From an optimization exercise on the open Yosys and OpenROAD flow, aimed at small area, a short achievable clock period and few clock cycles; shortcuts taken in it are not production practice. Where RTL was checked, it was by simulation tests only, not by an equivalence proof against the original. For runs 6, 7 and 9, only the layout was checked, not whether the RTL still works. Power and IR drop assume default switching activity.

==> flow/design.v <==
module racebox_decoder (
    input  wire        clk,
    input  wire        rst,
    input  wire        in_valid,
    input  wire [7:0]  in_data,
    output wire        in_ready,
    output wire        frame_valid,
    output wire        ck_error,
    output wire [31:0] itow,
    output wire [15:0] year,
    output wire [7:0]  month,
    output wire [7:0]  day,
    output wire [7:0]  hour,
    output wire [7:0]  minute,
    output wire [7:0]  second,
    output wire [7:0]  validity_flags,
    output wire [31:0] time_accuracy,
    output wire [31:0] nanoseconds,
    output wire [7:0]  fix_status,
    output wire [7:0]  fix_status_flags,
    output wire [7:0]  date_time_flags,
    output wire [7:0]  num_svs,
    output wire [31:0] longitude,
    output wire [31:0] latitude,
    output wire [31:0] wgs_altitude,
    output wire [31:0] msl_altitude,
    output wire [31:0] horizontal_accuracy,
    output wire [31:0] vertical_accuracy,
    output wire [31:0] speed,
    output wire [31:0] heading,
    output wire [31:0] speed_accuracy,
    output wire [31:0] heading_accuracy,
    output wire [15:0] pdop,
    output wire [7:0]  lat_lon_flags,
    output wire [7:0]  battery_status,
    output wire [15:0] gforce_x,
    output wire [15:0] gforce_y,
    output wire [15:0] gforce_z,
    output wire [15:0] rot_rate_x,
    output wire [15:0] rot_rate_y,
    output wire [15:0] rot_rate_z
);
    localparam       NB   = 82;       
    localparam [7:0] CK_A0 = 8'h50;   
    localparam [7:0] CK_B0 = 8'h9F;   
    reg [8*NB-1:0] sr_q;
    reg [6:0]      fill_q;      
    reg            primed_q;    
    reg [2:0]      hst_q;       
    reg [7:0]      ca_q;        
    reg [7:0]      cb_q;        
    reg            fv_q, ce_q;
    assign in_ready = 1'b1;
    wire [7:0] b0   = sr_q[7:0];
    wire [7:0] b80  = primed_q ? sr_q[8*80 +: 8] : 8'd0;
    wire [7:0] b81  = sr_q[8*81 +: 8];
    wire cand  = in_valid && (fill_q == 7'd87) && (hst_q == 3'd5) && (b81 == 8'h00);
    wire ck_ok = (b0 == ca_q) && (in_data == cb_q);
    wire [7:0] ca_n = ca_q + b0 - b80;
    wire [7:0] cb_n = cb_q + ca_n - {b80[3:0], 4'd0} - {b80[1:0], 6'd0} - CK_A0;
    reg [2:0] hst_n;
    always @(*) begin
        case (hst_q)
            3'd0: hst_n = (b81 == 8'hB5) ? 3'd1 : 3'd0;
            3'd1: hst_n = (b81 == 8'h62) ? 3'd2 : (b81 == 8'hB5) ? 3'd1 : 3'd0;
            3'd2: hst_n = (b81 == 8'hFF) ? 3'd3 : (b81 == 8'hB5) ? 3'd1 : 3'd0;
            3'd3: hst_n = (b81 == 8'h01) ? 3'd4 : (b81 == 8'hB5) ? 3'd1 : 3'd0;
            3'd4: hst_n = (b81 == 8'h50) ? 3'd5 : (b81 == 8'hB5) ? 3'd1 : 3'd0;
            default: hst_n = (b81 == 8'hB5) ? 3'd1 : 3'd0;
        endcase
    end
    always @(posedge clk) begin
        if (in_valid)
            sr_q[8*NB-1:8] <= sr_q[8*NB-9:0];
        if (rst)
            sr_q[7:0] <= 8'd0;
        else if (in_valid)
            sr_q[7:0] <= in_data;
    end
    always @(posedge clk) begin
        if (rst) begin
            fill_q   <= 7'd0;
            primed_q <= 1'b0;
            hst_q    <= 3'd0;
            ca_q     <= CK_A0;
            cb_q     <= CK_B0;
        end else if (in_valid) begin
            if (cand && ck_ok)
                fill_q <= 7'd0;
            else if (fill_q != 7'd87)
                fill_q <= fill_q + 7'd1;
            if (fill_q == 7'd79)
                primed_q <= 1'b1;
            hst_q <= hst_n;
            ca_q  <= ca_n;
            cb_q  <= cb_n;
        end
    end
    always @(posedge clk) begin
        fv_q <= cand && ck_ok;
        ce_q <= cand && !ck_ok;
    end
    assign frame_valid = fv_q;
    assign ck_error    = ce_q;
    wire [7:0] p [0:79];
    genvar g;
    generate
        for (g = 0; g < 80; g = g + 1) begin : g_payload
            assign p[g] = sr_q[8*(81 - g) +: 8];
        end
    endgenerate
    assign itow                = {p[3], p[2], p[1], p[0]};
    assign year                = {p[5], p[4]};
    assign month               = p[6];
    assign day                 = p[7];
    assign hour                = p[8];
    assign minute              = p[9];
    assign second              = p[10];
    assign validity_flags      = p[11];
    assign time_accuracy       = {p[15], p[14], p[13], p[12]};
    assign nanoseconds         = {p[19], p[18], p[17], p[16]};
    assign fix_status          = p[20];
    assign fix_status_flags    = p[21];
    assign date_time_flags     = p[22];
    assign num_svs             = p[23];
    assign longitude           = {p[27], p[26], p[25], p[24]};
    assign latitude            = {p[31], p[30], p[29], p[28]};
    assign wgs_altitude        = {p[35], p[34], p[33], p[32]};
    assign msl_altitude        = {p[39], p[38], p[37], p[36]};
    assign horizontal_accuracy = {p[43], p[42], p[41], p[40]};
    assign vertical_accuracy   = {p[47], p[46], p[45], p[44]};
    assign speed               = {p[51], p[50], p[49], p[48]};
    assign heading             = {p[55], p[54], p[53], p[52]};
    assign speed_accuracy      = {p[59], p[58], p[57], p[56]};
    assign heading_accuracy    = {p[63], p[62], p[61], p[60]};
    assign pdop                = {p[65], p[64]};
    assign lat_lon_flags       = p[66];
    assign battery_status      = p[67];
    assign gforce_x            = {p[69], p[68]};
    assign gforce_y            = {p[71], p[70]};
    assign gforce_z            = {p[73], p[72]};
    assign rot_rate_x          = {p[75], p[74]};
    assign rot_rate_y          = {p[77], p[76]};
    assign rot_rate_z          = {p[79], p[78]};
endmodule
==> flow/run.sh <==
#!/bin/bash
# synth_recipe.tcl (not shown) runs the flow's synth.tcl, then flattens the netlist and writes it again
# the make line also repeats each setting of config.mk as NAME=value (left out here)
make -C /OpenROAD-flow-scripts/flow DESIGN_CONFIG=/design/flow/config.mk WORK_HOME=/design/flow/orfs CLKGATE_MAP_FILE= SYNTH_SCRIPT=/design/flow/synth_recipe.tcl finish
==> flow/config.mk <==
export PLATFORM = sky130hd
export DESIGN_NAME = racebox_decoder
export DESIGN_NICKNAME = racebox_decoder
export VERILOG_FILES = /design/flow/design.v
export SDC_FILE = /design/flow/constraint.sdc
export NUM_CORES = 4
export LEC_CHECK = 0
export CAP_MARGIN = 20
export CORE_MARGIN = 2
export CORE_UTILIZATION = 30
export SLEW_MARGIN = 20
==> flow/constraint.sdc <==
create_clock -name core_clock -period 100.0 [get_ports {clk}]
set_input_delay 20.0000 -clock core_clock [delete_from_list [all_inputs] [get_ports {clk}]]
set_output_delay 20.0000 -clock core_clock [all_outputs]
set_load 0.01 [all_outputs]
==> impl_metrics.toml, run 1 <==
[yosys]
synth_cell_types = 45
ys_seq_area_frac = 0.748
synth_area_leaders = "edfxtp_1 72%, buf_4 18%, dfxtp_1 2.7%"
synth_area_per_cell_um2 = 16.8
synth_area_um2 = 27000
synth_top_area_cell = "edfxtp_1"
synthTopCellsByCount = "648 x edfxtp_1, 641 x buf_4, 55 x inv_1"
yosysMostFrequentCell = "edfxtp_1"
ys_warn_count = 1
async_reset_ff_frac = 0
syn_inst = 1608
synth_top_area_share = 0.721
ys.flop_type = "edfxtp_1"
synth_edf_count = 648
synth_seq_cells = 685
syn_nets = 1653

[grt]
grt_use_total = 0.123
grt_max_degree = 166
antenna_found_initial = 1
grt_pass1_vias = 12198
grt_pass1_wl_mm = 85.1
grt_overflow = 0

[critical_path]
cp_max_fo = 84
r2r_cells = 19
critPathKind = "in -> reg"
worstPathRequired_ns = 100.23
crit_arrival_ns = 23.10
cp-start-kind = "primary input"
cp-end-kind = "flip-flop"

[place]
globalplace.congestion = 0.887
hpwl_mm = 41.6
port_buffers = 652

[clock_network]
clock-sinks = 685
post_cts_buffers = 0
htree_levels = 3
clk_latency_ns = 0.61
cts_resized = 0
cts_root_buffer = "clkbuf_16"
cts_buffers = 75
clkTransAtPathRegs_ns = 0.06
ctsHoldBuffers = 0
clock_path_buffers = 3
cts_tree = "yes"

[timing]
finalMaxSlewViolations = 0
period_share = 0.229
clock.fmax_mhz = 43.7
fin_tns_setup_ns = 0
holdWs_ns = 0.429
skew_ns = 0.0201
relSlewSlack = 0.324
rsz0062_at_grt = "false"
finalSetupViolCount = 0
worstMarginPinSlew_ns = 1.01
fin_crit_ns = 22.87
hold_violations = 0

[floorplanning]
num_rows = 110
io-pin-count = 654
die_w_um = 304
start_util = 0.301
core_um2 = 89600
dieArea_um2 = 92400
die_h_um = 304

[finish]
synthToLayoutAreaGrowth_pct = 20.9
fin_nets = 1740
drive_gt1_frac = 0.0697

[worst_hold_path]
hp-class = "reg -> reg"
holdPathStages = 0

[route]
drtIter0Drc = 910
drtPass1Iterations = 5
drc = 0
dr_total_vias = 11746
wl_per_cell_um = 20.0
avgViaCountPerCell = 4.01
ant_nets = 0
wl_mm = 58.7

[pwr]
p_leak_uw = 0.0114
power_density_nw_per_um2 = 21.8
peakVddDrop_mv = 0.0114

[status]
status = "no timing/DRC/antenna violations"

[flow_run]
drv_cap = 0
worst max-delay path, stage by stage:
cell,delay [ns]
buf_8,0.41
buf_4,0.80
buf_4,0.77
buf_4,0.90
cell type report:
class | instances | area (um^2)
Tap cell | 1176 | 1470
Antenna cell | 3 | 7.51
Fill cell | 8195 | 57000
Inverter | 55 | 206
Timing Repair Buffer | 659 | 6610
Sequential cell | 685 | 20200
Multi-Input combinational cell | 219 | 1750
Clock buffer | 88 | 1990
Clock inverter | 44 | 408
cells in the final DEF, fill, tap and decap left out, drive strengths merged, types with 9 or more instances in the layout:
cell	Yosys	routed
clkdlybuf4s50	0	651
edfxtp	648	648
clkbuf	7	88
inv	55	57
dfxtp	37	37
clkinv	0	32
nor2	30	30
xnor2	24	24
ha	22	22
nand2	18	18
mux2i	16	16
a21oi	13	13
fa	12	12
xor2	10	10
o21ai	9	9
metrics by stage:
step                      cells  cell area, um^2  worst slack, ns  total power [uW]  utilization
final                      2929            32600            77.13               712        0.364
after global routing       2926            32600            76.98               745        0.364
after CTS                  2926            32600            77.25               723        0.364
after detailed placement   2794            30200            76.51               448        0.337
after global placement     2794            30200            76.70               445        0.337
after floorplan            1608            27000            78.82               415            -
sequential cells by signal, summed over array words and instances (netlist names):
register / flops
ce_q: 1
primed_q: 1
hst_q: 3
fill_q: 7
ca_q: 8
cb_q: 8
fv_q: 1
sr_q: 656
path summary, 6_finish.rpt:
path,from,endpoint,slack (ns)
worst max-delay path,in_valid,sr_q[573],77.13
worst min-delay path,sr_q[9],sr_q[17],0.43
worst max register to register,sr_q[642],cb_q[7],95.37
worst min register to register,sr_q[9],sr_q[17],0.43
logic make-up after synthesis:
group,after synthesis,share of synthesized area
adder cells (fa/ha/maj),34,0.0191
AND/OR/NAND/NOR,92,0.0174
buffers and inverters,704,0.187
flip-flops,685,0.748
other,1,0.000139
XOR/XNOR,35,0.0119
AO/OA/AOI/OAI,40,0.00983
multiplexers,17,0.00635
per-layer routing:
metal | track usage | share of wire | vias to the layer above | wire length, um
met2 | 0.200 | 0.48 | 557 | 27900
met1 | 0.145 | 0.40 | 5903 | 23400
met4 | 0.0442 | 0.029 | 0 | 1690
li1 | - | - | 5180 | -
met3 | 0.0534 | 0.097 | 106 | 5670
met5 | 0 | 0 | - | 0
power breakdown:
group	switching, uW	internal (uW)
logic	47.5	47.8
clock network	110	160
registers	12.1	334
Testbench counts, summed over its fixed seeds: cycles 100,208.
==> run 2: changes to the inputs <==
==> flow/flow/run.sh (new file) <==
#!/bin/bash
# Standard ORFS layout with three changes:
#  - the smallest buffer on each port;
#  - a clock tree of clkbuf_8 buffers, without dummy loads;
#  - a fanout limit during the post-placement repair, so that the handshake
#    input that enables the shift register gets a balanced buffer tree.
set -euo pipefail
export BUFFER_PORTS_ARGS="-buffer_cell sky130_fd_sc_hd__buf_1"
export CTS_ARGS="-sink_clustering_enable -repair_clock_nets -dont_use_dummy_load -buf_list sky130_fd_sc_hd__clkbuf_8 -sink_clustering_size 16 -sink_clustering_max_diameter 50"
export PRE_RESIZE_TCL="$PWD/flow/pre_resize.tcl"
bash standard.sh > flow_make.log 2>&1
==> flow/flow/pre_resize.tcl (new file) <==
set_max_fanout 16 [current_design]
==> flow/standard.sh (new file) <==
#!/bin/bash
# synth_recipe.tcl (not shown) runs the flow's synth.tcl, then flattens the netlist and writes it again
# the make line also repeats each setting of config.mk as NAME=value (left out here)
make -C /OpenROAD-flow-scripts/flow DESIGN_CONFIG=/design/flow/config.mk WORK_HOME=/design/flow/orfs CLKGATE_MAP_FILE= SYNTH_SCRIPT=/design/flow/synth_recipe.tcl "${@:-finish}"
--- a/flow/config.mk
+++ b/flow/config.mk
@@ -8,4 +8,4 @@
 export CAP_MARGIN = 20
 export CORE_MARGIN = 2
-export CORE_UTILIZATION = 30
+export CORE_UTILIZATION = 60
 export SLEW_MARGIN = 20
removed: flow/run.sh
==> impl_metrics.toml, run 2 <==
[place]
port_buffers = 652
hpwl_mm = 40.3
globalplace.congestion = 0.854

[pwr]
p_leak_uw = 0.00902
peakVddDrop_mv = 0.0145
intPower_uw = 415
p_clk_frac = 0.236
finalPower_uw = 554
p_sw_frac = 0.252
power_density_nw_per_um2 = 20.7
p_seq_frac = 0.621
p_switching_uw = 139
combPwrFrac = 0.143

[route]
wl_per_cell_um = 22.9
drtIter0Drc = 1042
dr_total_vias = 11724
drc = 0
avgViaCountPerCell = 5.05
ant_nets = 0
wl_mm = 53.1
drtPass1Iterations = 5

[yosys]
synth_cell_types = 45
synth_edf_count = 648
synth_area_per_cell_um2 = 16.8
synth_top_area_share = 0.721
synthTopCellsByCount = "648 x edfxtp_1, 641 x buf_4, 55 x inv_1"
synth_area_um2 = 27000
yosysMostFrequentCell = "edfxtp_1"
synth_compound_area_frac = 0.00983
ys.flop_type = "edfxtp_1"
syn_inst = 1608
synthAdderAreaFrac = 0.0191
ys_warn_count = 1
syn_nets = 1653
synthXorXnorAreaFrac = 0.0119
yosys.area_share.simple = 0.0174
ys_seq_area_frac = 0.748
synth_seq_cells = 685
synth_mux_area_frac = 0.00635
synth_top_area_cell = "edfxtp_1"
async_reset_ff_frac = 0
synth_area_leaders = "edfxtp_1 72%, buf_4 18%, dfxtp_1 2.7%"
synth_top_family_by_area = "buffers and inverters"

[grt]
grt_use_total = 0.219
antenna_found_initial = 0
grt_pass1_vias = 11178
grt_pass1_wl_mm = 74.4
grt_overflow = 0
grt_max_degree = 17

[finish]
num_antenna_cells = 0
multi_input_area_um2 = 1750
final_cell_mix = "651 x buf_1, 648 x edfxtp_1, 55 x inv_1, 55 x clkbuf_8, 54 x clkdlybuf4s50_1"
reg_top3 = "sr_q (656), ca_q (8), cb_q (8)"
top_register = "sr_q"
synthToLayoutAreaGrowth_pct = -1.04
layout_commonest_cell = "buf_1"
seqCellArea_um2 = 20200
drive_gt1_frac = 0.0399
fin_nets = 1775
fill_cells = 3481
largest_reg_flops = 656

[worst_hold_path]
hp-class = "reg -> reg"

[clock_network]
htree_levels = 2
clk_latency_ns = 0.67
clock-sinks = 685
post_cts_buffers = 0
ctsHoldBuffers = 0
clock_path_buffers = 3
cts_buffers = 55
cts_root_buffer = "clkbuf_8"
clkTransAtPathRegs_ns = 0.09
cts_tree = "yes"
cts_resized = 0

[critical_path]
critPathKind = "in -> reg"
crit_arrival_ns = 27.61
cp_max_fo = 16
cp-end-kind = "flip-flop"
cp-start-kind = "primary input"
r2r_slack_ns = 95.41
worstPathRequired_ns = 100.26

[timing]
relSlewSlack = 0.481
hold_violations = 0
clock.fmax_mhz = 36.6
worstMarginPinSlew_ns = 0.777
period_share = 0.274
finalMaxSlewViolations = 0
finalSetupViolCount = 0
fin_crit_ns = 27.35
skew_ns = 0.0826
fin_tns_setup_ns = 0
rsz0062_at_grt = "false"

[floorplanning]
die_h_um = 216
io-pin-count = 654
dieArea_um2 = 46700
num_rows = 77
die_w_um = 216
start_util = 0.609
core_um2 = 44300

[flow_run]
drv_cap = 0

[status]
status = "no timing/DRC/antenna violations"
## run 2: power groups by stage
stage | clock, uW | sequential, uW | combinational [uW]
2_1_floorplan | 0 | 346 | 69.3
3_3_place_gp | 0 | 350 | 77.1
3_5_place_dp | 0 | 350 | 79.8
4_1_cts | 136 | 344 | 80.2
5_1_grt | 145 | 346 | 88.0
6_report | 131 | 344 | 79.2
## run 2: path summary, 6_finish.rpt
check	start	end	cells after the start
hold / removal	sr_q[38]	sr_q[46]	0
setup reg to reg	sr_q[642]	cb_q[7]	19
hold reg to reg	sr_q[38]	sr_q[46]	0
setup / recovery	in_valid	sr_q[126]	12
## run 2: routing by layer
layer | part of all wire | global-route usage | up-vias | wire length (um)
met3 | 0.080 | 0.0591 | 79 | 4240
met2 | 0.50 | 0.365 | 500 | 26700
met4 | 0.028 | 0.0783 | 0 | 1470
met1 | 0.39 | 0.279 | 5968 | 20700
met5 | 0 | 0 | - | 0
li1 | - | - | 5177 | -
## run 2: kinds of logic (layout without fill, tap and decap cells)
group	after synthesis	after routing
flops	685	685
fa+ha+maj	34	34
compound gates	40	40
buf+inv	704	824
xor+xnor	35	35
simple gates	92	92
other cells	1	1
mux	17	17
## run 2: worst max-delay path: stages
cell             delay, ns
clkbuf_4              0.17
clkdlybuf4s50_1       1.00
buf_4                 0.24
clkdlybuf4s50_1       0.91
buf_4                 0.29
clkdlybuf4s50_1       0.97
buf_4                 0.28
clkdlybuf4s50_1       0.95
buf_4                 0.22
clkdlybuf4s50_1       0.72
clkdlybuf4s50_1       0.80
clkdlybuf4s50_1       1.06
## run 2: final cells by class
cell class              count  area share
clock buffers              55      0.0283
well taps                 592      0.0277
multi-input cells         219      0.0654
repair buffers            714       0.115
inverters                  55     0.00773
flip-flops and latches    685       0.756
## run 2: metrics by stage
step | instance area [um^2] | util | worst slack (ns) | std cells | hold slack, ns
global placement | 25400 | 0.574 | 75.69 | 2211 | 0.405
CTS | 26700 | 0.603 | 72.67 | 2320 | 0.427
floorplan | 27000 | - | 78.82 | 1608 | 0.400
global route | 26700 | 0.603 | 72.35 | 2320 | 0.428
finish | 26700 | 0.603 | 72.65 | 2320 | 0.418
detailed placement | 26000 | 0.586 | 71.97 | 2265 | 0.405
==> run 3: changes to the inputs <==
--- a/flow/design.v
+++ b/flow/design.v
@@ -44,5 +44,7 @@
     localparam [7:0] CK_A0 = 8'h50;   
     localparam [7:0] CK_B0 = 8'h9F;   
-    reg [8*NB-1:0] sr_q;
+    reg [7:0]      in_q;
+    reg            v_q;
+    reg [8*NB-1:0] sr_q;        
     reg [6:0]      fill_q;      
     reg            primed_q;    
@@ -52,29 +54,32 @@
     reg            fv_q, ce_q;
     assign in_ready = 1'b1;
-    wire [7:0] b0   = sr_q[7:0];
-    wire [7:0] b80  = primed_q ? sr_q[8*80 +: 8] : 8'd0;
-    wire [7:0] b81  = sr_q[8*81 +: 8];
-    wire cand  = in_valid && (fill_q == 7'd87) && (hst_q == 3'd5) && (b81 == 8'h00);
-    wire ck_ok = (b0 == ca_q) && (in_data == cb_q);
-    wire [7:0] ca_n = ca_q + b0 - b80;
-    wire [7:0] cb_n = cb_q + ca_n - {b80[3:0], 4'd0} - {b80[1:0], 6'd0} - CK_A0;
+    wire [7:0] b1   = sr_q[7:0];
+    wire [7:0] b81  = primed_q ? sr_q[8*80 +: 8] : 8'd0;
+    wire [7:0] b82  = sr_q[8*81 +: 8];
+    wire cand  = v_q && (fill_q == 7'd87) && (hst_q == 3'd5) && (b82 == 8'h00);
+    wire ck_ok = (b1 == ca_q) && (in_q == cb_q);
+    wire [7:0] ca_n = ca_q + b1 - b81;
+    wire [7:0] cb_n = cb_q + ca_n - {b81[3:0], 4'd0} - {b81[1:0], 6'd0} - CK_A0;
     reg [2:0] hst_n;
     always @(*) begin
         case (hst_q)
-            3'd0: hst_n = (b81 == 8'hB5) ? 3'd1 : 3'd0;
-            3'd1: hst_n = (b81 == 8'h62) ? 3'd2 : (b81 == 8'hB5) ? 3'd1 : 3'd0;
-            3'd2: hst_n = (b81 == 8'hFF) ? 3'd3 : (b81 == 8'hB5) ? 3'd1 : 3'd0;
-            3'd3: hst_n = (b81 == 8'h01) ? 3'd4 : (b81 == 8'hB5) ? 3'd1 : 3'd0;
-            3'd4: hst_n = (b81 == 8'h50) ? 3'd5 : (b81 == 8'hB5) ? 3'd1 : 3'd0;
-            default: hst_n = (b81 == 8'hB5) ? 3'd1 : 3'd0;
+            3'd0: hst_n = (b82 == 8'hB5) ? 3'd1 : 3'd0;
+            3'd1: hst_n = (b82 == 8'h62) ? 3'd2 : (b82 == 8'hB5) ? 3'd1 : 3'd0;
+            3'd2: hst_n = (b82 == 8'hFF) ? 3'd3 : (b82 == 8'hB5) ? 3'd1 : 3'd0;
+            3'd3: hst_n = (b82 == 8'h01) ? 3'd4 : (b82 == 8'hB5) ? 3'd1 : 3'd0;
+            3'd4: hst_n = (b82 == 8'h50) ? 3'd5 : (b82 == 8'hB5) ? 3'd1 : 3'd0;
+            default: hst_n = (b82 == 8'hB5) ? 3'd1 : 3'd0;
         endcase
     end
     always @(posedge clk) begin
+        v_q <= in_valid && !rst;
         if (in_valid)
+            in_q <= in_data;
+        if (v_q)
             sr_q[8*NB-1:8] <= sr_q[8*NB-9:0];
         if (rst)
             sr_q[7:0] <= 8'd0;
-        else if (in_valid)
-            sr_q[7:0] <= in_data;
+        else if (v_q)
+            sr_q[7:0] <= in_q;
     end
     always @(posedge clk) begin
@@ -85,5 +90,5 @@
             ca_q     <= CK_A0;
             cb_q     <= CK_B0;
-        end else if (in_valid) begin
+        end else if (v_q) begin
             if (cand && ck_ok)
                 fill_q <= 7'd0;
@@ -98,6 +103,6 @@
     end
     always @(posedge clk) begin
-        fv_q <= cand && ck_ok;
-        ce_q <= cand && !ck_ok;
+        fv_q <= !rst && cand && ck_ok;
+        ce_q <= !rst && cand && !ck_ok;
     end
     assign frame_valid = fv_q;
==> flow/flow/run.sh (replaced) <==
#!/bin/bash
# Standard ORFS layout, except that the port buffers are the smallest
# buffer instead of the one buffer_ports picks by default.
set -euo pipefail
export BUFFER_PORTS_ARGS="-buffer_cell sky130_fd_sc_hd__buf_1"
bash standard.sh > flow_make.log 2>&1
--- a/flow/config.mk
+++ b/flow/config.mk
@@ -8,4 +8,4 @@
 export CAP_MARGIN = 20
 export CORE_MARGIN = 2
-export CORE_UTILIZATION = 60
+export CORE_UTILIZATION = 30
 export SLEW_MARGIN = 20
removed: flow/flow/pre_resize.tcl
==> impl_metrics.toml, run 3 <==
[critical_path]
cp_max_fo = 2
cp_slowest_cell = "edfxtp_1"
path_delay_family = "flip-flops"
crit_arrival_ns = 1.42
cp-end-kind = "output pin"
cp-start-kind = "flip-flop"
worst-path-buf-inv = 1
r2r_slack_ns = 95.44
r2r_start = "sr_q[641]"
critPathKind = "reg -> out"
r2r_cells = 18
critical_path.max_stage_delay_ns = 0.50
worstPathRequired_ns = 80.00
cp_cell_sequence = "buf_1"
r2r-end = "cb_q[7]"

[flow_run]
drv_cap = 0

[yosys]
syn_nets = 1673
synthXorXnorAreaFrac = 0.0103
synth_area_per_cell_um2 = 16.8
synthAdderAreaFrac = 0.0189
synth_edf_count = 656
synth_top_area_share = 0.721
synth_area_leaders = "edfxtp_1 72%, buf_4 18%, dfxtp_1 2.8%"
ys_seq_area_frac = 0.749
synthTopCellsByCount = "656 x edfxtp_1, 641 x buf_4, 56 x inv_1"
synth_cell_types = 47
ys.flop_type = "edfxtp_1"
synth_mux_area_frac = 0.00591
synth_compound_area_frac = 0.0112
yosys.area_share.simple = 0.0195
synth_top_area_cell = "edfxtp_1"
async_reset_ff_frac = 0
synth_area_um2 = 27300
synth_top_family_by_area = "buffers and inverters"
synth_seq_cells = 694
syn_inst = 1628
yosysMostFrequentCell = "edfxtp_1"
ys_warn_count = 1

[worst_hold_path]
hold_path_end = "sr_q[339]"
hp-class = "reg -> reg"
holdPathStages = 0
worstHoldStart = "sr_q[331]"

[clock_network]
clock-sinks = 694
clkTransAtPathRegs_ns = 0.06
ctsHoldBuffers = 0
clock_path_buffers = 3
clk_latency_ns = 0.63
post_cts_buffers = 0
cts_root_buffer = "clkbuf_16"
cts_tree = "yes"
htree_levels = 3
cts_resized = 0
cts_buffers = 77

[pwr]
finalPower_uw = 677
power_density_nw_per_um2 = 23.4
peakVddDrop_mv = 0.0124
p_leak_uw = 0.00940

[floorplanning]
dieArea_um2 = 93500
die_w_um = 306
start_util = 0.303
num_rows = 110
core_um2 = 90100
io-pin-count = 654
die_h_um = 306

[grt]
grt_max_degree = 178
grt_overflow = 0
grt_use_total = 0.117
antenna_found_initial = 5
grt_pass1_wl_mm = 81.6
grt_pass1_vias = 11891

[route]
wl_per_cell_um = 19.4
dr_total_vias = 11947
drc = 0
drtIter0Drc = 1330
ant_nets = 0
wl_mm = 57.3
drtPass1Iterations = 5
avgViaCountPerCell = 4.05

[timing]
fin_crit_ns = 21.42
finalMaxSlewViolations = 0
relSlewSlack = 0.268
finalSetupViolCount = 0
skew_ns = 0.0358
clock.fmax_mhz = 46.7
finalWorstSetupSlack_ns = 78.58
fin_tns_setup_ns = 0
worstMarginPinSlew_ns = 1.10
rsz0062_at_grt = "false"
hold_violations = 0
period_share = 0.214

[finish]
top_register = "sr_q"
fin_util = 0.322
synthToLayoutAreaGrowth_pct = 6.08
drive_gt1_frac = 0.0710
largest_reg_flops = 656
fill_cells = 8676
layout_commonest_cell = "edfxtp_1"
final_cell_mix = "656 x edfxtp_1, 652 x buf_1, 80 x clkbuf_16"
fin_nets = 1762

[status]
status = "no timing/DRC/antenna violations"

[place]
globalplace.congestion = 0.880
port_buffers = 652
hpwl_mm = 40.3
dp_slack_ns = 78.84
==> run 3: cell count changes after synthesis, moves of 3 or more <==
cell and change:
a21oi_1 +5, edfxtp_1 +8, nand3_1 +3, nand4b_1 -4, nor2_1 -5, o21ai_0 +3, or3_1 +4, or4_1 +3
xor2_1 -3
==> run 3: cell type report <==
type / instances / area (um^2) / area share
Timing Repair Buffer: 660 / 2520 / 0.0871
Clock buffer: 94 / 2050 / 0.0709
Multi-Input combinational cell: 227 / 1800 / 0.0620
Clock inverter: 43 / 458 / 0.0158
Tap cell: 1176 / 1470 / 0.0508
Sequential cell: 694 / 20500 / 0.706
Antenna cell: 1 / 2.50 / 0.0000863
Inverter: 57 / 214 / 0.00738
==> run 3: kinds of logic (layout without fill, tap and decap cells) <==
kind of cell | Yosys count | in the layout
AO/OA/AOI/OAI | 49 | 49
XOR/XNOR | 32 | 32
adder cells (fa/ha/maj) | 34 | 34
buffers and inverters | 707 | 854
flip-flops | 694 | 694
multiplexers | 16 | 16
other | 1 | 2
AND/OR/NAND/NOR | 95 | 95
==> run 3: worst max-delay path by stage <==
stage / start / endpoint / slack (ns) / cells past startpoint
after floorplan: sr_q[651] / itow[3] / 79.41 / 1
after CTS: sr_q[635] / itow[19] / 78.43 / 1
after detailed placement: rst / fill_q[1] / 78.84 / 5
after global placement: rst / fill_q[1] / 78.83 / 5
final: sr_q[635] / itow[19] / 78.58 / 1
after global routing: sr_q[635] / itow[19] / 78.42 / 1
==> run 3: where the power goes <==
| group | internal (uW) | total, uW | switching (uW) |
|---|---|---|---|
| clock network | 168 | 282 | 114 |
| registers | 331 | 340 | 9.02 |
| logic | 21.5 | 54.6 | 33.2 |
| total | 520 | 677 | 157 |
==> run 3: per-stage QoR <==
step | hold slack [ns] | area (um^2) | std cells
3_5_place_dp | 0.431 | 26500 | 2814
5_1_grt | 0.440 | 29000 | 2951
6_report | 0.428 | 29000 | 2952
3_3_place_gp | 0.428 | 26500 | 2814
4_1_cts | 0.425 | 29000 | 2951
2_1_floorplan | 0.400 | 27300 | 1628
==> run 3: layer usage <==
metal | share of wire | global-route usage
met1 | 0.42 | 0.150
met2 | 0.48 | 0.184
met3 | 0.078 | 0.0394
met4 | 0.027 | 0.0448
met5 | 0.00021 | 0
Testbench counts of run 3, summed over its fixed seeds: cycles 100,212.
==> run 4: changes to the inputs <==
==> flow/run.sh (new file) <==
#!/bin/bash
# synth_recipe.tcl (not shown) runs the flow's synth.tcl, then flattens the netlist and writes it again
# the make line also repeats each setting of config.mk as NAME=value (left out here)
make -C /OpenROAD-flow-scripts/flow DESIGN_CONFIG=/design/flow/config.mk WORK_HOME=/design/flow/orfs CLKGATE_MAP_FILE= SYNTH_SCRIPT=/design/flow/synth_recipe.tcl finish
removed: flow/flow/run.sh
removed: flow/standard.sh
==> impl_metrics.toml, run 4 <==
[status]
status = "no timing/DRC/antenna violations"

[clock_network]
htree_levels = 3
cts_buffers = 77
clock-sinks = 694
clock_path_buffers = 3
post_cts_buffers = 0
clk_latency_ns = 0.64
clkTransAtPathRegs_ns = 0.06
ctsHoldBuffers = 0
cts_root_buffer = "clkbuf_16"
cts_tree = "yes"
cts_resized = 0

[yosys]
syn_nets = 1673
yosys.area_share.simple = 0.0195
synthXorXnorAreaFrac = 0.0103
synth_area_um2 = 27300
synth_top_area_share = 0.721
synth_mux_area_frac = 0.00591
async_reset_ff_frac = 0
synth_top_area_cell = "edfxtp_1"
synth_seq_cells = 694
synthTopCellsByCount = "656 x edfxtp_1, 641 x buf_4, 56 x inv_1"
yosysMostFrequentCell = "edfxtp_1"
synth_area_leaders = "edfxtp_1 72%, buf_4 18%, dfxtp_1 2.8%"
synth_top_family_by_area = "buffers and inverters"
ys.flop_type = "edfxtp_1"
ys_seq_area_frac = 0.749
synth_cell_types = 47
synth_edf_count = 656
synthAdderAreaFrac = 0.0189
syn_inst = 1628
ys_warn_count = 1
synth_compound_area_frac = 0.0112
synth_area_per_cell_um2 = 16.8

[place]
globalplace.congestion = 0.827
hpwl_mm = 42.9
port_buffers = 652

[timing]
fin_crit_ns = 21.82
clock.fmax_mhz = 45.8
finalMaxSlewViolations = 0
hold_violations = 0
relSlewSlack = 0.295
finalSetupViolCount = 0
fin_tns_setup_ns = 0
rsz0062_at_grt = "false"
worstMarginPinSlew_ns = 1.06
period_share = 0.218
skew_ns = 0.0337

[floorplanning]
die_w_um = 306
start_util = 0.303
io-pin-count = 654
num_rows = 110
core_um2 = 90100
die_h_um = 306
dieArea_um2 = 93500

[finish]
largest_reg_flops = 656
seqCellArea_um2 = 20500
synthToLayoutAreaGrowth_pct = 20.6
fin_nets = 1761
layout_commonest_cell = "edfxtp_1"
top_register = "sr_q"
final_cell_mix = "656 x edfxtp_1, 652 x clkdlybuf4s50_1, 79 x clkbuf_16"
multi_input_area_um2 = 1800
drive_gt1_frac = 0.0710
fill_cells = 8272

[critical_path]
critPathKind = "reg -> out"
cp_cell_sequence = "clkdlybuf4s50_1"
r2r_slack_ns = 95.48
critical_path.max_stage_delay_ns = 0.65
path_delay_family = "buffers and inverters"
cp_max_fo = 3
worst-path-buf-inv = 1
cp-end-kind = "output pin"
worstPathRequired_ns = 80.00
cp_slowest_cell = "clkdlybuf4s50_1"
cp-start-kind = "flip-flop"
crit_arrival_ns = 1.82

[pwr]
power_density_nw_per_um2 = 20.6
finalPower_uw = 679
peakVddDrop_mv = 0.0135
p_clk_frac = 0.401
p_switching_uw = 158
p_sw_frac = 0.232
p_leak_uw = 0.0111
p_seq_frac = 0.501
intPower_uw = 521
combPwrFrac = 0.098

[grt]
grt_pass1_wl_mm = 86.8
grt_overflow = 0
grt_pass1_vias = 12186
grt_max_degree = 175
antenna_found_initial = 5
grt_use_total = 0.125

[route]
dr_total_vias = 11977
drtIter0Drc = 1138
drc = 0
ant_nets = 0
avgViaCountPerCell = 4.06
drtPass1Iterations = 5
wl_per_cell_um = 20.7
wl_mm = 61.0

[worst_hold_path]
hp-class = "reg -> reg"

[flow_run]
drv_cap = 0
run 4: cell counts after synthesis:
Identical to the previous run, type by type.
run 4: metal layers:
metal,wire length [um],vias up,track usage
li1,-,5266,-
met1,25300,6121,0.155
met2,29100,470,0.199
met3,4790,114,0.0473
met4,1740,6,0.0442
met5,35,-,0
run 4: layout make-up:
class | instances | share of cell area
antenna | 1 | 0.0000760
clock buffer | 95 | 0.0624
clock inverter | 42 | 0.0104
inverter | 57 | 0.00649
multi-input combinational | 227 | 0.0546
sequential | 694 | 0.621
tap | 1176 | 0.0447
timing repair buffer | 659 | 0.200
run 4: cell families (layout without fill, tap and decap cells):
family	Yosys count	in the layout
simple gates	95	95
buf+inv	707	853
mux	16	16
compound gates	49	49
flops	694	694
other cells	1	2
xor+xnor	32	32
fa+ha+maj	34	34
run 4: worst paths after layout:
check	startpoint	to	depth (start not counted)
worst max-delay path	sr_q[642]	itow[10]	1
worst min-delay path	sr_q[51]	sr_q[59]	0
worst max register to register	sr_q[641]	cb_q[7]	18
worst min register to register	sr_q[51]	sr_q[59]	0
run 4: power groups by stage:
stage	clock [uW]	combinational, uW	sequential (uW)
after floorplan	0	48.2	353
after global placement	0	65.5	346
after detailed placement	0	67.1	346
after CTS	282	67.4	340
after global routing	293	72.8	342
final	272	66.4	340
run 4: per-stage QoR:
step           instance area, um^2  instances   util  hold slack [ns]  setup slack (ns)
2_1_floorplan                27300       1628      -            0.400             79.41
3_3_place_gp                 30500       2813  0.339            0.429             78.07
3_5_place_dp                 30500       2813  0.339            0.431             77.90
4_1_cts                      32900       2950  0.365            0.432             78.10
5_1_grt                      32900       2950  0.365            0.451             78.08
6_report                     32900       2951  0.365            0.434             78.18
==> run 5: changes to the inputs <==
==> flow/flow/run.sh (new file) <==
#!/bin/bash
# Standard ORFS layout with the smallest buffer on each port and a clock
# tree of mid-size buffers without dummy loads.
set -euo pipefail
export BUFFER_PORTS_ARGS="-buffer_cell sky130_fd_sc_hd__buf_1"
export CTS_ARGS="-sink_clustering_enable -repair_clock_nets -dont_use_dummy_load -buf_list sky130_fd_sc_hd__clkbuf_4 -sink_clustering_size 9 -sink_clustering_max_diameter 40"
bash standard.sh > flow_make.log 2>&1
==> flow/standard.sh (new file) <==
#!/bin/bash
# synth_recipe.tcl (not shown) runs the flow's synth.tcl, then flattens the netlist and writes it again
# the make line also repeats each setting of config.mk as NAME=value (left out here)
make -C /OpenROAD-flow-scripts/flow DESIGN_CONFIG=/design/flow/config.mk WORK_HOME=/design/flow/orfs CLKGATE_MAP_FILE= SYNTH_SCRIPT=/design/flow/synth_recipe.tcl "${@:-finish}"
--- a/flow/config.mk
+++ b/flow/config.mk
@@ -8,4 +8,4 @@
 export CAP_MARGIN = 20
 export CORE_MARGIN = 2
-export CORE_UTILIZATION = 30
+export CORE_UTILIZATION = 60
 export SLEW_MARGIN = 20
removed: flow/run.sh
==> impl_metrics.toml, run 5 <==
[status]
status = "no timing/DRC/antenna violations"

[timing]
clock.fmax_mhz = 46.2
finalMaxSlewViolations = 0
holdWs_ns = 0.397
relSlewSlack = 0.249
fin_crit_ns = 21.63
finalWorstSetupSlack_ns = 78.37
worstMarginPinSlew_ns = 1.13
rsz0062_at_grt = "false"
period_share = 0.216
fin_tns_setup_ns = 0
hold_violations = 0
finalSetupViolCount = 0
skew_ns = 0.0887

[critical_path]
critical_path.max_stage_delay_ns = 0.50
worst-path-buf-inv = 1
critPathKind = "reg -> out"
path_delay_family = "flip-flops"
cp_cell_sequence = "buf_1"
cp-start-kind = "flip-flop"
crit_arrival_ns = 1.63
cp_slowest_cell = "edfxtp_1"
worstPathRequired_ns = 80.00
cp_max_fo = 5
cp-end-kind = "output pin"

[route]
drc = 0
drtIter0Drc = 848
avgViaCountPerCell = 5.04
wl_mm = 52.1
wl_per_cell_um = 22.2
drtPass1Iterations = 4
ant_nets = 0
dr_total_vias = 11800

[yosys]
syn_nets = 1673
synth_seq_cells = 694
synth_cell_types = 47
synthTopCellsByCount = "656 x edfxtp_1, 641 x buf_4, 56 x inv_1"
ys_seq_area_frac = 0.749
synth_area_leaders = "edfxtp_1 72%, buf_4 18%, dfxtp_1 2.8%"
synth_area_per_cell_um2 = 16.8
synth_top_area_share = 0.721
syn_inst = 1628
synth_area_um2 = 27300
ys_warn_count = 1
synth_top_area_cell = "edfxtp_1"
ys.flop_type = "edfxtp_1"
yosysMostFrequentCell = "edfxtp_1"
synth_edf_count = 656
async_reset_ff_frac = 0

[grt]
busiest_layer = "met2"
grt_max_degree = 191
grt_overflow = 0
grt_use_met3 = 0.0668
grt_pass1_wl_mm = 72.7
grt_use_total = 0.213
met1_usage = 0.268
antenna_found_initial = 2
grt_pass1_vias = 11210
met2_usage = 0.349

[pwr]
peakVddDrop_mv = 0.0115
p_leak_uw = 0.00863
power_density_nw_per_um2 = 19.8

[clock_network]
cts_tree = "yes"
clkTransAtPathRegs_ns = 0.09
ctsHoldBuffers = 0
clock_path_buffers = 3
htree_levels = 3
clk_latency_ns = 0.85
post_cts_buffers = 0
cts_resized = 0
cts_buffers = 99
clock-sinks = 694
cts_root_buffer = "clkbuf_4"

[finish]
drive_gt1_frac = 0.0669
final_cell_mix = "656 x edfxtp_1, 652 x buf_1, 99 x clkbuf_4"
layout_commonest_cell = "edfxtp_1"
synthToLayoutAreaGrowth_pct = -3.01
fin_nets = 1782
largest_reg_flops = 656
top_register = "sr_q"
fill_cells = 3557
finalNonFillerCells = 2341

[floorplanning]
dieArea_um2 = 47300
core_um2 = 45200
start_util = 0.605
num_rows = 78
die_w_um = 217
die_h_um = 217
io-pin-count = 654

[worst_hold_path]
hp-class = "reg -> reg"

[place]
hpwl_mm = 37.3
dp_slack_ns = 78.72
place_inst = 2236
port_buffers = 652
globalplace.congestion = 0.845

[flow_run]
drv_cap = 0
-- run 5: cell count changes in the layout (fill, tap and decap cells not counted), moves of 5 or more --
cell             previous run  this run
buf_1                       0       652
diode_2                     1         6
clkinv_1                   15         0
inv_6                       5         0
clkdlybuf4s50_1           652         0
clkbuf_16                  79         0
clkbuf_1                   14         0
clkinv_2                   12         0
clkbuf_4                    0        99
-- run 5: cell type report --
| type | instances | area [um^2] | area share |
|---|---|---|---|
| Sequential cell | 694 | 20500 | 0.772 |
| Timing Repair Buffer | 658 | 2520 | 0.0950 |
| Multi-Input combinational cell | 227 | 1800 | 0.0678 |
| Tap cell | 600 | 751 | 0.0283 |
| Clock buffer | 99 | 743 | 0.0280 |
| Inverter | 57 | 214 | 0.00807 |
| Antenna cell | 6 | 15.0 | 0.000567 |
-- run 5: cell families after synthesis --
logic type,share of synthesized area
other,0.000137
and+or+nand+nor,0.0195
DFF,0.749
adders and majority gates,0.0189
xor gates and xnor gates,0.0103
buffers and inverters,0.185
muxes,0.00591
AOI/OAI and AO/OA,0.0112
-- run 5: path summary, 6_finish.rpt --
| path | start | endpoint | slack, ns | cells after the start |
|---|---|---|---|---|
| setup / recovery | sr_q[648] | itow[0] | 78.37 | 1 |
| hold / removal | sr_q[401] | sr_q[409] | 0.40 | 0 |
| setup reg to reg | sr_q[641] | cb_q[7] | 95.52 | 18 |
| hold reg to reg | sr_q[401] | sr_q[409] | 0.40 | 0 |
-- run 5: metrics by stage --
| step | area, um^2 | util | total power, uW |
|---|---|---|---|
| after floorplan | 27300 | - | 401 |
| after global placement | 25700 | 0.570 | 400 |
| after detailed placement | 25700 | 0.570 | 401 |
| after CTS | 26500 | 0.586 | 533 |
| after global routing | 26500 | 0.586 | 551 |
| final | 26500 | 0.587 | 525 |
-- run 5: per-layer routing --
metal | part of all wire | up-vias
met1 | 0.39 | 5883
met4 | 0.029 | 0
li1 | - | 5281
met5 | 0 | -
met2 | 0.50 | 546
met3 | 0.077 | 90
-- run 5: power by group --
part           total [uW]  internal (uW)  leakage, uW  switching (uW)
clock                 131           45.3     0.000456            85.9
sequential            339            331      0.00647            8.13
combinational        55.2           21.4      0.00170            33.8
total                 525            397      0.00863             128
==> run 6: changes to the inputs <==
--- a/flow/design.v
+++ b/flow/design.v
@@ -74,6 +74,5 @@
     always @(posedge clk) begin
         v_q <= in_valid && !rst;
-        if (in_valid)
-            in_q <= in_data;
+        in_q <= in_data;
         if (v_q)
             sr_q[8*NB-1:8] <= sr_q[8*NB-9:0];
==> flow/flow/run.sh (replaced) <==
#!/bin/bash
# Standard ORFS layout with the smallest buffer on each port and a clock
# tree of mid-size buffers without dummy loads.
set -euo pipefail
export BUFFER_PORTS_ARGS="-buffer_cell sky130_fd_sc_hd__buf_1"
export CTS_ARGS="-sink_clustering_enable -repair_clock_nets -dont_use_dummy_load -buf_list sky130_fd_sc_hd__clkbuf_8 -sink_clustering_size 16 -sink_clustering_max_diameter 50"
bash standard.sh > flow_make.log 2>&1
==> impl_metrics.toml, run 6 <==
[status]
status = "no timing/DRC/antenna violations"

[yosys]
syn_inst = 1628
synth_top_area_share = 0.714
yosysMostFrequentCell = "edfxtp_1"
synth_area_um2 = 27200
synth_edf_count = 648
ys_seq_area_frac = 0.748
ys_warn_count = 1
synth_area_per_cell_um2 = 16.7
ys.flop_type = "edfxtp_1"
synthTopCellsByCount = "648 x edfxtp_1, 641 x buf_4, 56 x inv_1"
syn_nets = 1673
synth_top_area_cell = "edfxtp_1"
synth_cell_types = 47
synth_area_leaders = "edfxtp_1 71%, buf_4 18%, dfxtp_1 3.4%"
synth_seq_cells = 694
async_reset_ff_frac = 0

[route]
ant_nets = 0
top_layer = "met4"
dr_total_vias = 11412
wl_met1_mm = 19.8
wl_mm = 51.2
wl_per_cell_um = 22.3
drtPass1Iterations = 5
drc = 0
wl_met3_mm = 4.27
drtIter0Drc = 873
dr_wl_met2_mm = 25.5
avgViaCountPerCell = 4.97

[place]
globalplace.congestion = 0.825
port_buffers = 652
dpl_cell_area_um2 = 25700
hpwl_mm = 37.0
dp_slack_ns = 78.76

[critical_path]
critPathKind = "reg -> out"
cp-start-kind = "flip-flop"
cp_cell_sequence = "buf_1"
critical_path.max_stage_delay_ns = 0.44
worstPathRequired_ns = 80.00
worst-path-buf-inv = 1
cp_max_fo = 5
crit_arrival_ns = 1.46
cp-end-kind = "output pin"
path_delay_family = "flip-flops"
cp_slowest_cell = "edfxtp_1"

[timing]
finalSetupViolCount = 0
fin_tns_setup_ns = 0
fin_crit_ns = 21.46
finalMaxSlewViolations = 0
skew_ns = 0.0725
relSlewSlack = 0.275
rsz0062_at_grt = "false"
worstMarginPinSlew_ns = 1.09
clock.fmax_mhz = 46.6
period_share = 0.215
hold_violations = 0
finalWorstSetupSlack_ns = 78.54

[finish]
top_register = "sr_q"
fin_nets = 1743
drive_gt1_frac = 0.0454
largest_reg_flops = 656
fin_area_um2 = 26500
final_cell_mix = "652 x buf_1, 648 x edfxtp_1, 57 x clkbuf_8"
layout_commonest_cell = "buf_1"
num_antenna_cells = 0
synthToLayoutAreaGrowth_pct = -2.82

[grt]
grt_max_degree = 199
antenna_found_initial = 0
grt_overflow = 0
grt_use_total = 0.208
grt_pass1_vias = 10741
grt_pass1_wl_mm = 71.0

[floorplanning]
start_util = 0.604
die_w_um = 217
core_um2 = 45100
die_h_um = 217
io-pin-count = 654
dieArea_um2 = 47100
num_rows = 78

[clock_network]
cts_root_buffer = "clkbuf_8"
cts_resized = 0
ctsHoldBuffers = 0
htree_levels = 2
clkTransAtPathRegs_ns = 0.09
post_cts_buffers = 0
clock-sinks = 694
clk_latency_ns = 0.66
cts_tree = "yes"
clock_path_buffers = 3
cts_buffers = 57

[worst_hold_path]
hp-class = "reg -> reg"

[pwr]
power_density_nw_per_um2 = 19.8
p_leak_uw = 0.00859
peakVddDrop_mv = 0.0137

[flow_run]
drv_cap = 0
-- run 6: cell types whose count changed after synthesis, sizes merged --
cell    change
dfxtp       +8
edfxtp      -8
-- run 6: kinds of logic after synthesis --
family	synth area share
compound gates	0.0112
xor+xnor	0.0103
fa+ha+maj	0.0189
buf+inv	0.186
flops	0.748
mux	0.00592
other cells	0.000138
simple gates	0.0195
-- run 6: metal layers --
metal / vias up / global-route usage
met5: - / 0
met2: 477 / 0.344
li1: 5151 / -
met3: 89 / 0.0618
met4: 0 / 0.0758
met1: 5695 / 0.261
-- run 6: path summary, 6_finish.rpt --
path / start / endpoint / slack (ns) / depth (start not counted)
max: sr_q[653] / itow[5] / 78.54 / 1
min: sr_q[594] / sr_q[602] / 0.38 / 0
max reg2reg: sr_q[641] / cb_q[7] / 95.38 / 18
min reg2reg: sr_q[594] / sr_q[602] / 0.38 / 0
-- run 6: cell type report --
| type | count | area (um^2) |
|---|---|---|
| Fill cell | 3495 | 18600 |
| Timing Repair Buffer | 661 | 2550 |
| Sequential cell | 694 | 20400 |
| Clock buffer | 57 | 785 |
| Inverter | 57 | 214 |
| Multi-Input combinational cell | 227 | 1800 |
| Tap cell | 600 | 751 |
-- run 6: report_power, final --
group          switching (uW)  total (uW)  internal [uW]
clock                    83.2         134           50.7
combinational            32.9        53.7           20.7
sequential               7.94         338            330
-- run 6: per-stage QoR --
stage	util	cells	total power, uW	hold WS (ns)
after global placement	0.569	2238	397	0.406
final	0.587	2296	525	0.375
after CTS	0.587	2295	532	0.375
after global routing	0.587	2296	548	0.368
after floorplan	-	1628	399	0.400
after detailed placement	0.569	2238	399	0.406
==> run 7: changes to the inputs <==
--- a/flow/config.mk
+++ b/flow/config.mk
@@ -8,4 +8,5 @@
 export CAP_MARGIN = 20
 export CORE_MARGIN = 2
-export CORE_UTILIZATION = 60
+export CORE_UTILIZATION = 75
+export PLACE_DENSITY = 0.8
 export SLEW_MARGIN = 20
==> impl_metrics.toml, run 7 <==
[clock_network]
clkTransAtPathRegs_ns = 0.10
cts_resized = 0
cts_root_buffer = "clkbuf_8"
cts_tree = "yes"
cts_buffers = 53
ctsHoldBuffers = 0
clock_path_buffers = 3
post_cts_buffers = 0
htree_levels = 2
clk_latency_ns = 0.65
clock-sinks = 694

[worst_hold_path]
worstHoldStart = "sr_q[278]"
hp-class = "reg -> reg"

[flow_run]
drv_cap = 0

[place]
port_buffers = 652
globalplace.congestion = 0.958
hpwl_mm = 38.2

[yosys]
syn_inst = 1628
synth_top_area_cell = "edfxtp_1"
async_reset_ff_frac = 0
synth_top_area_share = 0.714
ys_warn_count = 1
synth_area_leaders = "edfxtp_1 71%, buf_4 18%, dfxtp_1 3.4%"
synth_edf_count = 648
ys_seq_area_frac = 0.748
synth_area_per_cell_um2 = 16.7
synth_seq_cells = 694
synth_area_um2 = 27200
syn_nets = 1673
yosysMostFrequentCell = "edfxtp_1"
ys.flop_type = "edfxtp_1"
synth_cell_types = 47
synthTopCellsByCount = "648 x edfxtp_1, 641 x buf_4, 56 x inv_1"

[timing]
fin_crit_ns = 21.43
relSlewSlack = 0.264
fin_tns_setup_ns = 0
hold_violations = 0
skew_ns = 0.0479
finalMaxSlewViolations = 0
period_share = 0.214
finalSetupViolCount = 0
rsz0062_at_grt = "false"
clock.fmax_mhz = 46.7
holdWs_ns = 0.415
worstMarginPinSlew_ns = 1.10

[route]
dr_total_vias = 11895
wl_per_cell_um = 24.2
drc = 0
wl_mm = 52.1
avgViaCountPerCell = 5.53
drtIter0Drc = 1171
drtPass1Iterations = 5
ant_nets = 0

[finish]
final_cell_mix = "652 x buf_1, 648 x edfxtp_1, 56 x inv_1"
synthToLayoutAreaGrowth_pct = -3.76
drive_gt1_frac = 0.0420
layout_commonest_cell = "buf_1"
fin_nets = 1737
num_antenna_cells = 0
top_register = "sr_q"
largest_reg_flops = 656

[floorplanning]
io-pin-count = 654
dieArea_um2 = 37900
core_um2 = 35700
die_h_um = 195
num_rows = 69
die_w_um = 195
start_util = 0.764

[critical_path]
cp_slowest_cell = "edfxtp_1"
path_delay_family = "flip-flops"
worst-path-buf-inv = 1
cp-start-kind = "flip-flop"
critical_path.max_stage_delay_ns = 0.47
cp_max_fo = 6
cp-end-kind = "output pin"
r2r_start = "sr_q[641]"
worstPathRequired_ns = 80.00
critPathLaunch = "sr_q[651]"
critPathKind = "reg -> out"
cp_cell_sequence = "buf_1"
crit_arrival_ns = 1.43

[status]
status = "no timing/DRC/antenna violations"

[pwr]
combPwrFrac = 0.103
p_clk_frac = 0.246
peakVddDrop_mv = 0.0149
p_switching_uw = 122
p_sw_frac = 0.235
intPower_uw = 398
finalPower_uw = 520
p_seq_frac = 0.651
power_density_nw_per_um2 = 19.8
p_leak_uw = 0.00855

[grt]
grt_pass1_wl_mm = 73.5
grt_pass1_vias = 11124
grt_max_degree = 220
grt_use_total = 0.269
grt_overflow = 0
antenna_found_initial = 0
==> run 7: area by class of cell <==
cell class	instances	area, um^2
clock buffer	53	729
sequential	694	20400
timing repair buffer	659	2520
multi-input combinational	227	1800
tap	461	577
inverter	57	214
fill	2102	9430
==> run 7: metrics by stage <==
step	util	instance area, um^2	setup slack, ns	instances
after floorplan	-	27200	79.41	1628
after global placement	0.715	25500	78.81	2098
after detailed placement	0.715	25500	78.75	2098
after CTS	0.735	26200	78.52	2151
after global routing	0.735	26200	78.50	2151
final	0.735	26200	78.57	2151
==> run 7: cell families after synthesis <==
family	share of synthesized area
other cells	0.000138
fa+ha+maj	0.0189
buf+inv	0.186
flops	0.748
compound gates	0.0112
simple gates	0.0195
mux	0.00592
xor+xnor	0.0103
==> run 7: per-layer routing <==
metal / GRT usage / vias up / routed length, um
met1: 0.353 / 5901 / 19300
met3: 0.0717 / 134 / 5160
met2: 0.431 / 720 / 25300
met5: 0 / - / 0
met4: 0.119 / 0 / 2300
li1: - / 5140 / -
==> run 7: worst paths after layout <==
check         endpoint  slack, ns  cells after the start
max            itow[3]      78.57                      1
min          sr_q[286]       0.41                      0
max reg2reg    cb_q[7]      95.42                     18
min reg2reg  sr_q[286]       0.41                      0
==> run 7: power groups by stage <==
stage                     Sequential (uW)  Clock, uW  Combinational (uW)
after floorplan                       352          0                46.9
after global placement                344          0                52.1
after detailed placement              345          0                53.6
after CTS                             338        132                54.0
after global routing                  340        141                60.1
final                                 338        128                53.6
==> run 8: changes to the inputs <==
--- a/flow/design.v
+++ b/flow/design.v
@@ -74,5 +74,6 @@
     always @(posedge clk) begin
         v_q <= in_valid && !rst;
-        in_q <= in_data;
+        if (in_valid)
+            in_q <= in_data;
         if (v_q)
             sr_q[8*NB-1:8] <= sr_q[8*NB-9:0];
--- a/flow/config.mk
+++ b/flow/config.mk
@@ -8,5 +8,4 @@
 export CAP_MARGIN = 20
 export CORE_MARGIN = 2
-export CORE_UTILIZATION = 75
-export PLACE_DENSITY = 0.8
+export CORE_UTILIZATION = 60
 export SLEW_MARGIN = 20
==> impl_metrics.toml, run 8 <==
[floorplanning]
core_um2 = 45200
num_rows = 78
io-pin-count = 654
die_w_um = 217
start_util = 0.605
die_h_um = 217
dieArea_um2 = 47300

[clock_network]
cts_root_buffer = "clkbuf_8"
ctsHoldBuffers = 0
clkTransAtPathRegs_ns = 0.10
cts_buffers = 54
htree_levels = 2
cts_resized = 0
clock-sinks = 694
clk_latency_ns = 0.69
clock_path_buffers = 3
post_cts_buffers = 0
cts_tree = "yes"

[yosys]
syn_inst = 1628
synth_area_leaders = "edfxtp_1 72%, buf_4 18%, dfxtp_1 2.8%"
yosysMostFrequentCell = "edfxtp_1"
synth_top_area_cell = "edfxtp_1"
synthTopCellsByCount = "656 x edfxtp_1, 641 x buf_4, 56 x inv_1"
ys_seq_area_frac = 0.749
synth_seq_cells = 694
synth_edf_count = 656
async_reset_ff_frac = 0
synth_cell_types = 47
synth_area_per_cell_um2 = 16.8
synth_top_area_share = 0.721
ys_warn_count = 1
ys.flop_type = "edfxtp_1"
syn_nets = 1673
synth_area_um2 = 27300

[critical_path]
critical_path.max_stage_delay_ns = 0.50
cp-end-kind = "output pin"
cp_max_fo = 5
crit_arrival_ns = 1.46
r2r_cells = 18
path_delay_family = "flip-flops"
cp_slowest_cell = "edfxtp_1"
critPathKind = "reg -> out"
cp-start-kind = "flip-flop"
worst-path-buf-inv = 1
cp_cell_sequence = "buf_1"
worstPathRequired_ns = 80.00
cp.depth = 1

[finish]
finalNonFillerCells = 2291
multi_input_area_um2 = 1800
drive_gt1_frac = 0.0420
synthToLayoutAreaGrowth_pct = -3.06
layout_commonest_cell = "edfxtp_1"
fin_nets = 1737
fin_util = 0.586
fill_cells = 3530
largest_reg_flops = 656
seqCellArea_um2 = 20500
final_cell_mix = "656 x edfxtp_1, 652 x buf_1, 56 x inv_1"
top_register = "sr_q"

[place]
place_inst = 2236
globalplace.congestion = 0.845
port_buffers = 652
dp_slack_ns = 78.72
hpwl_mm = 37.3

[timing]
clock.fmax_mhz = 46.6
worstMarginPinSlew_ns = 1.12
rsz0062_at_grt = "false"
finalWorstSetupSlack_ns = 78.54
skew_ns = 0.0706
hold_violations = 0
holdWs_ns = 0.406
finalMaxSlewViolations = 0
fin_crit_ns = 21.46
relSlewSlack = 0.256
period_share = 0.215
fin_tns_setup_ns = 0
finalSetupViolCount = 0

[route]
wl_per_cell_um = 22.5
dr_total_vias = 11545
avgViaCountPerCell = 5.04
ant_nets = 0
drtPass1Iterations = 7
drc = 0
wl_mm = 51.6
drtIter0Drc = 876

[pwr]
peakVddDrop_mv = 0.0128
power_density_nw_per_um2 = 19.8
p_leak_uw = 0.00856

[flow_run]
drv_cap = 0

[status]
status = "no timing/DRC/antenna violations"

[grt]
grt_overflow = 0
grt_pass1_wl_mm = 71.4
antenna_found_initial = 0
grt_pass1_vias = 10830
grt_max_degree = 191
grt_use_total = 0.208

[worst_hold_path]
hp-class = "reg -> reg"
holdPathStages = 0
[run 8: worst paths after layout]
kind,from,end,slack (ns)
setup / recovery,sr_q[648],itow[0],78.54
hold / removal,sr_q[308],sr_q[316],0.41
setup reg to reg,sr_q[641],cb_q[7],95.54
hold reg to reg,sr_q[308],sr_q[316],0.41
[run 8: area by class of cell]
type,count,share of cell area
Sequential cell,694,0.773
Antenna cell,1,0.0000945
Timing Repair Buffer,658,0.0950
Multi-Input combinational cell,227,0.0679
Clock buffer,54,0.0281
Inverter,57,0.00808
Tap cell,600,0.0283
[run 8: kinds of logic (layout without fill, tap and decap cells)]
family,Yosys count,count (layout),share of synthesized area
DFF,694,694,0.749
xor gates and xnor gates,32,32,0.0103
adders and majority gates,34,34,0.0189
and+or+nand+nor,95,95,0.0195
other,1,2,0.000137
muxes,16,16,0.00591
AOI/OAI and AO/OA,49,49,0.0112
buffers and inverters,707,769,0.185
[run 8: where the power goes]
group / switching (uW) / total, uW / leakage, uW / internal [uW]
clock: 82.9 / 131 / 0.000388 / 48.2
combinational: 33.8 / 55.2 / 0.00170 / 21.4
sequential: 8.11 / 339 / 0.00647 / 331
total: 125 / 525 / 0.00856 / 400
[run 8: per-stage QoR]
| step | area (um^2) | power (uW) |
|---|---|---|
| 2_1_floorplan | 27300 | 401 |
| 3_3_place_gp | 25700 | 400 |
| 3_5_place_dp | 25700 | 401 |
| 4_1_cts | 26500 | 532 |
| 5_1_grt | 26500 | 548 |
| 6_report | 26500 | 525 |
[run 8: per-layer routing]
metal  up-vias  track usage  wire [um]
li1       5138            -          -
met1      5804        0.265      20100
met2       515        0.351      26100
met3        88       0.0506       3850
met4         0       0.0728       1450
met5         -            0          0
Testbench counts of run 8, summed over its fixed seeds: cycles 100,212.
==> run 9: changes to the inputs <==
--- a/flow/design.v
+++ b/flow/design.v
@@ -44,10 +44,13 @@
     localparam [7:0] CK_A0 = 8'h50;   
     localparam [7:0] CK_B0 = 8'h9F;   
+    localparam [6:0] FILL_0  = 7'h01;   
+    localparam [6:0] FILL_79 = 7'h37;   
+    localparam [6:0] FILL_87 = 7'h31;   
     reg [7:0]      in_q;
     reg            v_q;
     reg [8*NB-1:0] sr_q;        
-    reg [6:0]      fill_q;      
+    reg [6:0]      fill_q;
     reg            primed_q;    
-    reg [2:0]      hst_q;       
+    reg [2:0]      hst_q;
     reg [7:0]      ca_q;        
     reg [7:0]      cb_q;        
@@ -57,5 +60,5 @@
     wire [7:0] b81  = primed_q ? sr_q[8*80 +: 8] : 8'd0;
     wire [7:0] b82  = sr_q[8*81 +: 8];
-    wire cand  = v_q && (fill_q == 7'd87) && (hst_q == 3'd5) && (b82 == 8'h00);
+    wire cand  = v_q && (fill_q == FILL_87) && (hst_q == 3'd5) && (b82 == 8'h00);
     wire ck_ok = (b1 == ca_q) && (in_q == cb_q);
     wire [7:0] ca_n = ca_q + b1 - b81;
@@ -74,8 +77,9 @@
     always @(posedge clk) begin
         v_q <= in_valid && !rst;
-        if (in_valid)
-            in_q <= in_data;
+        in_q <= in_data;
         if (v_q)
             sr_q[8*NB-1:8] <= sr_q[8*NB-9:0];
+        if (v_q)
+            hst_q <= hst_n;
         if (rst)
             sr_q[7:0] <= 8'd0;
@@ -85,17 +89,15 @@
     always @(posedge clk) begin
         if (rst) begin
-            fill_q   <= 7'd0;
+            fill_q   <= FILL_0;
             primed_q <= 1'b0;
-            hst_q    <= 3'd0;
             ca_q     <= CK_A0;
             cb_q     <= CK_B0;
         end else if (v_q) begin
             if (cand && ck_ok)
-                fill_q <= 7'd0;
-            else if (fill_q != 7'd87)
-                fill_q <= fill_q + 7'd1;
-            if (fill_q == 7'd79)
+                fill_q <= FILL_0;
+            else if (fill_q != FILL_87)
+                fill_q <= {fill_q[5:0], fill_q[6] ^ fill_q[5]};
+            if (fill_q == FILL_79)
                 primed_q <= 1'b1;
-            hst_q <= hst_n;
             ca_q  <= ca_n;
             cb_q  <= cb_n;
--- a/flow/config.mk
+++ b/flow/config.mk
@@ -8,4 +8,5 @@
 export CAP_MARGIN = 20
 export CORE_MARGIN = 2
-export CORE_UTILIZATION = 60
+export CORE_UTILIZATION = 75
+export PLACE_DENSITY = 0.8
 export SLEW_MARGIN = 20
==> impl_metrics.toml, run 9 <==
[status]
status = "no timing/DRC/antenna violations"

[grt]
grt_pass1_vias = 11432
met1_usage = 0.378
antenna_found_initial = 4
busiest_layer = "met2"
met2_usage = 0.478
grt_pass1_wl_mm = 78.0
grt_use_met3 = 0.0687
grt_use_total = 0.288
grt_max_degree = 198
grt_overflow = 0

[pwr]
power_density_nw_per_um2 = 20.1
finalPower_uw = 524
p_leak_uw = 0.00849
peakVddDrop_mv = 0.0178

[route]
avgViaCountPerCell = 5.62
drtIter0Drc = 1158
drc = 0
dr_total_vias = 11953
wl_per_cell_um = 26.0
wl_mm = 55.3
drtPass1Iterations = 6
ant_nets = 0

[yosys]
synth_top_area_share = 0.721
yosysMostFrequentCell = "edfxtp_1"
synth_area_um2 = 27100
synth_cell_types = 37
ys_warn_count = 1
async_reset_ff_frac = 0
synth_edf_count = 651
ys_seq_area_frac = 0.753
synth_area_per_cell_um2 = 16.9
synth_area_leaders = "edfxtp_1 72%, buf_4 18%, dfxtp_1 3.2%"
syn_nets = 1647
synthTopCellsByCount = "651 x edfxtp_1, 641 x buf_4, 49 x inv_1"
syn_inst = 1603
synth_top_area_cell = "edfxtp_1"
ys.flop_type = "edfxtp_1"
synth_seq_cells = 694

[finish]
num_antenna_cells = 0
fin_area_um2 = 26100
fin_nets = 1711
fin_util = 0.734
layout_commonest_cell = "buf_1"
top_register = "sr_q"
final_cell_mix = "652 x buf_1, 651 x edfxtp_1, 52 x clkbuf_8"
largest_reg_flops = 656
drive_gt1_frac = 0.0384
synthToLayoutAreaGrowth_pct = -3.72

[timing]
relSlewSlack = 0.291
holdWs_ns = 0.426
fin_tns_setup_ns = 0
finalMaxSlewViolations = 0
period_share = 0.215
finalSetupViolCount = 0
skew_ns = 0.0421
clock.fmax_mhz = 46.5
rsz0062_at_grt = "false"
worstMarginPinSlew_ns = 1.06
hold_violations = 0
fin_crit_ns = 21.52

[critical_path]
path_delay_family = "flip-flops"
worstPathRequired_ns = 80.00
critPathKind = "reg -> out"
worst-path-buf-inv = 1
cp_slowest_cell = "edfxtp_1"
cp_max_fo = 2
cp-end-kind = "output pin"
cp_cell_sequence = "buf_1"
critical_path.max_stage_delay_ns = 0.64
crit_arrival_ns = 1.52
cp-start-kind = "flip-flop"

[clock_network]
clock-sinks = 694
cts_buffers = 52
cts_root_buffer = "clkbuf_8"
clock_path_buffers = 3
post_cts_buffers = 0
ctsHoldBuffers = 0
htree_levels = 2
clk_latency_ns = 0.66
clkTransAtPathRegs_ns = 0.09
cts_tree = "yes"
cts_resized = 0

[floorplanning]
io-pin-count = 654
die_h_um = 194
start_util = 0.762
die_w_um = 194
core_um2 = 35600
dieArea_um2 = 37700
num_rows = 69

[worst_hold_path]
hp-class = "reg -> reg"

[place]
globalplace.congestion = 0.918
port_buffers = 652
hpwl_mm = 40.7
dpl_cell_area_um2 = 25400

[flow_run]
drv_cap = 0
-- run 9: changes by cell type after synthesis, moves of 5 or more --
cell and change:
inv_1 -7, edfxtp_1 -5, o21ai_1 +6, dfxtp_1 +5
-- run 9: power by group --
group / internal [uW] / switching [uW]
Clock: 46.5 / 81.8
Combinational: 21.4 / 34.9
Sequential: 330 / 8.96
-- run 9: final cells by class --
cell class	count	area (um^2)
sequential	694	20400
tap	461	577
clock buffer	52	716
multi-input combinational	210	1660
fill	2086	9470
inverter	49	184
timing repair buffer	660	2540
-- run 9: logic make-up after synthesis --
logic type | after synthesis | share of synthesized area
AOI/OAI and AO/OA | 44 | 0.0100
and+or+nand+nor | 82 | 0.0158
DFF | 694 | 0.753
other | 1 | 0.000138
adders and majority gates | 33 | 0.0186
xor gates and xnor gates | 34 | 0.0110
buffers and inverters | 699 | 0.186
muxes | 16 | 0.00591
-- run 9: worst paths after layout --
check | start | to | slack, ns | cells after the start
min | sr_q[261] | sr_q[269] | 0.43 | 0
min reg2reg | sr_q[261] | sr_q[269] | 0.43 | 0
max reg2reg | sr_q[641] | cb_q[7] | 95.44 | 18
max | sr_q[612] | year[12] | 78.48 | 1
-- run 9: metrics by stage --
step | worst slack (ns) | std cells
after floorplan | 79.26 | 1603
after global placement | 79.13 | 2073
after detailed placement | 79.15 | 2074
after CTS | 78.48 | 2126
after global routing | 78.44 | 2126
final | 78.48 | 2126
-- run 9: routing by layer --
metal / vias up / share of wire
li1: 5044 / -
met1: 6008 / 0.37
met2: 792 / 0.51
met3: 107 / 0.095
met4: 2 / 0.031
met5: - / 0.00024

-- what the ideal ports hide --
How much do the figures lean on ideal ports? The routed layouts below were timed once more, with nothing changed but the port constraints.
Step 1 sets driving cells, clkbuf_16 on the clock port and buf_2 on the other inputs (assumed; they add their load-dependent delay and slew).
Step 2 moves the port delays by t, midway between the first and last clock arrival at a register: inputs arrive t later, outputs are due t later. That takes back most of the time a late clock gives input paths.
Three values: ideal, step 1, step 2; two values: the first two.
run | t (ns) | slack for setup (ns) | worst hold slack (ns)
run 1 | 0.665 | 77.129 / 77.124 / 76.460 | 0.429 / 0.429 / 0.429
run 2 | 0.678 | 72.650 / 72.670 / 71.992 | 0.418 / 0.418 / 0.418
run 3 | 0.677 | 78.579 / 78.517 / 78.789 | 0.428 / 0.428 / 0.428
run 4 | 0.681 | 78.180 / 78.120 / 77.860 | 0.434 / 0.434 / 0.434
run 5 | 0.854 | 78.366 / 78.313 / 78.714 | 0.397 / 0.397 / 0.397
run 6 | 0.684 | 78.544 / 78.490 / 78.743 | 0.375 / 0.375 / 0.375
run 7 | 0.677 | 78.572 / 78.522 / 78.768 | 0.415 / 0.415 / 0.415
run 8 | 0.707 | 78.539 / 78.485 / 78.758 | 0.406 / 0.406 / 0.406
run 9 | 0.689 | 78.482 / 78.433 / 79.121 | 0.426 / 0.426 / 0.426
After both steps setup and hold are still met in every run listed. For run 1, which loses most, drivers alone change the setup slack by -0.005 ns; drivers and shift together by -0.669 ns.
